Context: an optimization exercise on an open-source flow, tuned for small area, a short achievable clock period and few clock cycles per item. The choices shown serve that exercise and are no tape-out recipe.
Function was checked by simulation only, so behaviour that the tests miss may differ from the original.
No activity file was given, so power comes from the tool's default toggle rates.

==> flow/design.v <==
module npu (
    input  wire        clk,
    input  wire        rst,
    input  wire        req_valid,
    output wire        req_ready,
    input  wire [7:0]  req_op,
    input  wire [63:0] req_idx,
    input  wire [63:0] req_src,
    output wire        rsp_valid,
    input  wire        rsp_ready,
    output wire [63:0] rsp_dst,
    output wire        rsp_err
);
    reg        valid;
    reg        empty;    
    reg [63:0] dst_r;
    reg        err_r;
    wire load = !valid || rsp_ready;
    assign req_ready = empty || rsp_ready;
    assign rsp_valid = valid;
    wire        err = |req_op[7:1];
    wire [63:0] perm;
    wire hold = !load;
    wire en = load && !err;
    npu_simd u_perm (.src(req_src), .idx(req_idx), .dst(perm));
    always @(posedge clk) begin
        if (rst) begin
            valid <= 1'b0;
            empty <= 1'b1;
        end else if (load) begin
            valid <= req_valid;
            empty <= !req_valid;
        end
        dst_r <= (dst_r & {64{hold}}) | (perm & {64{en}});
        if (load)
            err_r <= err;
    end
    assign rsp_dst = dst_r;
    assign rsp_err = err_r;
endmodule
module npu_simd (
    input  wire [63:0] src,
    input  wire [63:0] idx,
    output reg  [63:0] dst
);
    integer i;
    always @(*) begin
        for (i = 0; i < 16; i = i + 1)
            dst[4*i +: 4] = src[4*idx[4*i +: 4] +: 4];
    end
endmodule
==> flow/flow/run.sh <==
#!/bin/bash
# The standard layout (standard.sh), with these changes after synthesis:
#  - the port buffers are made from the smallest buffer;
#  - the delay cells are not used, so that timing repair sizes buffers up
#    to real buffers rather than to delay cells of the same footprint;
#  - clock tree synthesis uses clkbuf_8 and inserts no dummy loads.
set -euo pipefail
bash standard.sh synth > synth.log 2>&1
export BUFFER_PORTS_ARGS="-buffer_cell sky130_fd_sc_hd__buf_1"
export DONT_USE_CELLS="sky130_fd_sc_hd__clkdlybuf4s15_1 sky130_fd_sc_hd__clkdlybuf4s15_2 sky130_fd_sc_hd__clkdlybuf4s18_1 sky130_fd_sc_hd__clkdlybuf4s18_2 sky130_fd_sc_hd__clkdlybuf4s25_1 sky130_fd_sc_hd__clkdlybuf4s25_2 sky130_fd_sc_hd__clkdlybuf4s50_1 sky130_fd_sc_hd__clkdlybuf4s50_2 sky130_fd_sc_hd__dlygate4sd1_1 sky130_fd_sc_hd__dlygate4sd2_1 sky130_fd_sc_hd__dlygate4sd3_1 sky130_fd_sc_hd__dlymetal6s2s_1 sky130_fd_sc_hd__dlymetal6s4s_1 sky130_fd_sc_hd__dlymetal6s6s_1"
export CTS_ARGS="-sink_clustering_enable -repair_clock_nets -buf_list sky130_fd_sc_hd__clkbuf_8 -dont_use_dummy_load"
bash standard.sh > standard.log 2>&1
==> flow/standard.sh <==
#!/bin/bash
# synth_recipe.tcl (not shown) runs the flow's synth.tcl, then flattens the netlist and writes it again
# the make line also repeats each setting of config.mk as NAME=value (left out here)
make -C /OpenROAD-flow-scripts/flow DESIGN_CONFIG=/design/flow/config.mk WORK_HOME=/design/flow/orfs CLKGATE_MAP_FILE= SYNTH_SCRIPT=/design/flow/synth_recipe.tcl "${@:-finish}"
==> flow/config.mk <==
export PLATFORM = sky130hd
export DESIGN_NAME = npu
export DESIGN_NICKNAME = npu
export VERILOG_FILES = /design/flow/design.v
export SDC_FILE = /design/flow/constraint.sdc
export NUM_CORES = 4
export LEC_CHECK = 0
export CAP_MARGIN = 20
export CORE_MARGIN = 2
export CORE_UTILIZATION = 40
export SETUP_SLACK_MARGIN = 3.3
export SLEW_MARGIN = 20
==> flow/constraint.sdc <==
create_clock -name core_clock -period 6.0 [get_ports {clk}]
set_input_delay 1.2000 -clock core_clock [delete_from_list [all_inputs] [get_ports {clk}]]
set_output_delay 1.2000 -clock core_clock [all_outputs]
set_load 0.01 [all_outputs]
==> summary.txt <==
Floorplan
  • Die area: 0.02607 mm²
  • IO Count: 207
  • Die H: 161.5 µm
  • Core Box Area: 0.02432 mm²
  • Site row count: 57
  • Initial Utilization: 40.78%
  • Die width: 161.5 µm

Worst setup path
  • CP peak stage delay: 0.22 ns
  • CP required: 4.80 ns
  • R2R depth: 5
  • Crit path cell chain: buf_8 -> or2_4 -> buf_6
  • Worst Path Arrival: 1.63 ns
  • Reg2Reg Setup Slack: 4.14 ns
  • R2R Path Start: valid$_SDFFE_PP0P_
  • Crit. End Element: output pin
  • Worst setup SP type: primary input
  • Crit-path max FO: 2
  • Slowest CP cell: or2_4
  • Worst reg2reg endpoint: dst_r[45]$_DFF_P_
  • Kind of critical path: primary input to output pin

Timing
  • Worst-margin pin slew: 0.8895 ns
  • Setup TNS: 0 ns
  • Final number of setup-violating endpoints: 0
  • Final period util: 47.10%
  • Maximum clock rate: 353.8 MHz
  • Skew final: 0.02094 ns
  • Final min period: 2.826 ns
  • Final hold vios: 0
  • RSZ-0062 raised after global routing: true
  • Slew Viols, Final: 0
  • Rel. slew slack: 40.70%

Flow run
  • Max Cap Viol: 0

Hold path
  • Hold Crit Depth: 1
  • Hold EP: empty$_SDFFE_PP1P_
  • Hold_sp: empty$_SDFFE_PP1P_
  • HP Class: flip-flop to flip-flop

Route
  • Drt drc: 0
  • Starting DRT DRC Count: 1122
  • ANT nets after route: 0
  • Vias per cell: 7.604
  • DR pass1 iterations: 7
  • DR WL/cell: 31.85 µm
  • Drt total wl: 32110 µm
  • Detailed-route via count: 7665

Logic synthesis
  • Synthesized Nets: 743
  • Top-area cell type share of the netlist area: 72.22%
  • Post-synthesis cell type count: 19
  • #FFs+latches synth: 67
  • Ys Warns: 2
  • Syn Inst Count: 603
  • Post-synthesis sequential area ratio: 13.63%
  • Cell area after synthesis: 0.009917 mm²
  • Largest area contributor in the netlist: mux4_2
  • Ranking of synthesized cells by area: mux4_2, dfxtp_1, a22o_1, clkbuf_1, buf_6
  • Syn Area/Cell: 16.45 µm²

Global route
  • First-pass GRT wire length: 49390 µm
  • Global-route usage over all layers: 24.87%
  • Vias in the first global route: 7773
  • Largest net degree at the start of global routing: 68
  • Antenna violations before repair: 1
  • Grt total ovfl: 0

Final layout
  • Final instance count without filler cells: 1008
  • Final #Nets: 825
  • Final Util: 43.88%
  • Design Area, Final: 0.01067 mm²
  • Seq. cell area: 0.001351 mm²
  • Fillers: 2148
  • P&R area growth vs syn: 7.595%
  • Area occupied by multi-input gates: 0.007833 mm²
  • Fraction of layout cells with a size suffix above 1: 53.88%

Power and ir drop
  • Internal Pwr Total: 0.9801 mW
  • Pwr/cell area: 137.9 mW/mm²
  • Seq pwr share: 30.6%
  • Combinational share of power: 49.3%
  • Sw frac: 33.41%
  • Max IR drop VDD: 96.99 µV
  • Clock group share of total power: 20.1%
  • Psw: 0.4917 mW
  • Static leakage: 3.244 nW

CTS
  • Clock-pin slew of the registers on the worst-case setup and hold paths: 0.07 ns
  • TritonCTS Buffers: 9
  • Num Clock Sinks: 67
  • Worst-Skew Late Latency: 0.37 ns
  • H-tree depth: 3
  • Clock tree root driver cell: clkbuf_8
  • CTS tree: done
  • Max Buffers Root-to-Sink: 2

Placement
  • Placed Area: 0.01041 mm²
  • Port Buf Inserts: 205
  • Hpwl dp: 24830 µm
  • Placed cell count: 997
  • GPL Wtd Cong: 0.9066

Status
  • Status: finished clean
-- power groups by stage --
stage / sequential, mW / combinational [mW] / clock (mW)
2_1_floorplan: 0.461 / 0.565 / 0
3_3_place_gp: 0.460 / 0.688 / 0
3_5_place_dp: 0.460 / 0.716 / 0
4_1_cts: 0.450 / 0.720 / 0.307
5_1_grt: 0.450 / 0.763 / 0.320
6_report: 0.450 / 0.726 / 0.295
-- synthesized netlist by cell type --
| cell type | instances |
|---|---|
| nor2b_1 | 1 |
| clkbuf_1 | 91 |
| edfxtp_1 | 1 |
| buf_2 | 16 |
| mux4_1 | 2 |
| nand2_1 | 1 |
| and3_1 | 1 |
| nor3_1 | 1 |
| inv_1 | 1 |
| nor2_1 | 2 |
| nor4_1 | 1 |
| buf_1 | 3 |
| buf_6 | 17 |
| dfxtp_1 | 66 |
| a22o_1 | 64 |
| or2_2 | 1 |
| mux4_2 | 318 |
| a211o_1 | 1 |
| buf_4 | 15 |
-- worst max-delay path: cells and delay by family --
kind	cells	cell delay, ns
buffers and inverters	2	0.21
AND/OR/NAND/NOR	1	0.22
-- routing by layer --
layer  track usage [%]  wire length (µm)  up-vias
li1                  -                 -     2932
met1             32.09             11080     3993
met2             41.47             16140      669
met3             6.882              3956       71
met4             7.021               928        0
met5                 0                 0        -
-- through the flow --
stage | setup slack [ns] | power (mW) | hold slack [ns]
after floorplan | 3.306 | 1.026 | 0.4275
after global placement | 2.510 | 1.148 | 0.4340
after detailed placement | 2.385 | 1.176 | 0.4559
after CTS | 3.156 | 1.477 | 0.4817
after global routing | 3.168 | 1.533 | 0.4965
final | 3.174 | 1.472 | 0.4777
-- cells in the final DEF, fill, tap and decap left out, types with 2 or more instances in the layout --
master | Yosys | layout
a22o_1 | 64 | 64
dfxtp_1 | 66 | 66
buf_2 | 16 | 10
clkbuf_4 | 0 | 8
clkdlybuf4s18_2 | 0 | 3
clkbuf_8 | 0 | 9
mux4_2 | 318 | 320
buf_4 | 15 | 7
buf_1 | 3 | 177
clkdlybuf4s15_2 | 0 | 5
nor2_1 | 2 | 2
buf_6 | 17 | 2
-- sequential cells by signal, summed over array words and instances (netlist names) --
name / count
dst_r: 64
empty: 1
err_r: 1
valid: 1
-- what timing repair did --
action                                  4_1_cts  5_1_grt
endpoints found under the setup margin       65       24
gates resized for setup                      90       18
pin swaps                                     1        1
buffers inserted                              1        0
hold buffers                                  0        0
-- logic make-up after synthesis --
| logic type | after synthesis | share of synthesized area, % |
|---|---|---|
| multiplexers | 320 | 72.75 |
| AO/OA/AOI/OAI | 65 | 5.741 |
| AND/OR/NAND/NOR | 8 | 0.4165 |
| buffers and inverters | 143 | 7.469 |
| flip-flops | 67 | 13.63 |
-- worst max path at each step --
stage,cells after the start,slack (ns),start,endpoint
after floorplan,5,3.31,req_idx[10],dst_r[10]$_DFF_P_
after global placement,4,2.51,req_idx[34],dst_r[35]$_DFF_P_
after detailed placement,4,2.38,req_idx[38],dst_r[39]$_DFF_P_
after CTS,3,3.16,rsp_ready,req_ready
after global routing,3,3.17,rsp_ready,req_ready
final,3,3.17,rsp_ready,req_ready
-- cell type report --
cell class                 count  share of cell area (%)
antenna                        1                 0.02345
clock buffer                   9                   1.161
inverter                       1                 0.03518
multi-input combinational    393                   73.41
sequential                    67                   12.66
tap                          324                   3.799
timing repair buffer         213                   8.912
Testbench counts, summed over its fixed seeds: cycles 10,682, items 8,000.

what the ideal ports hide:
Ports are ideal in the flow. The routed layout listed here was re-timed in OpenROAD.
Step 1 sets driving cells, clkbuf_16 on the clock port and buf_2 on the other inputs (assumed; they add their load-dependent delay and slew).
Step 2 also shifts input and output timing later by t, the mid clock arrival at the registers, as if the neighbouring blocks saw the same clock.
a / b / c = ideal / step 1 / step 2; a / b = the first two.
t, ns: 0.400
slack for setup (ns): 3.174 / 3.127 / 2.906
worst data-port slew with drivers (ns): 0.08
cell pins on the clock port's net: 1
After both steps this run still meets setup and hold. The setup slack of this run moves by -0.047 ns with the drivers and by -0.268 ns with both steps.
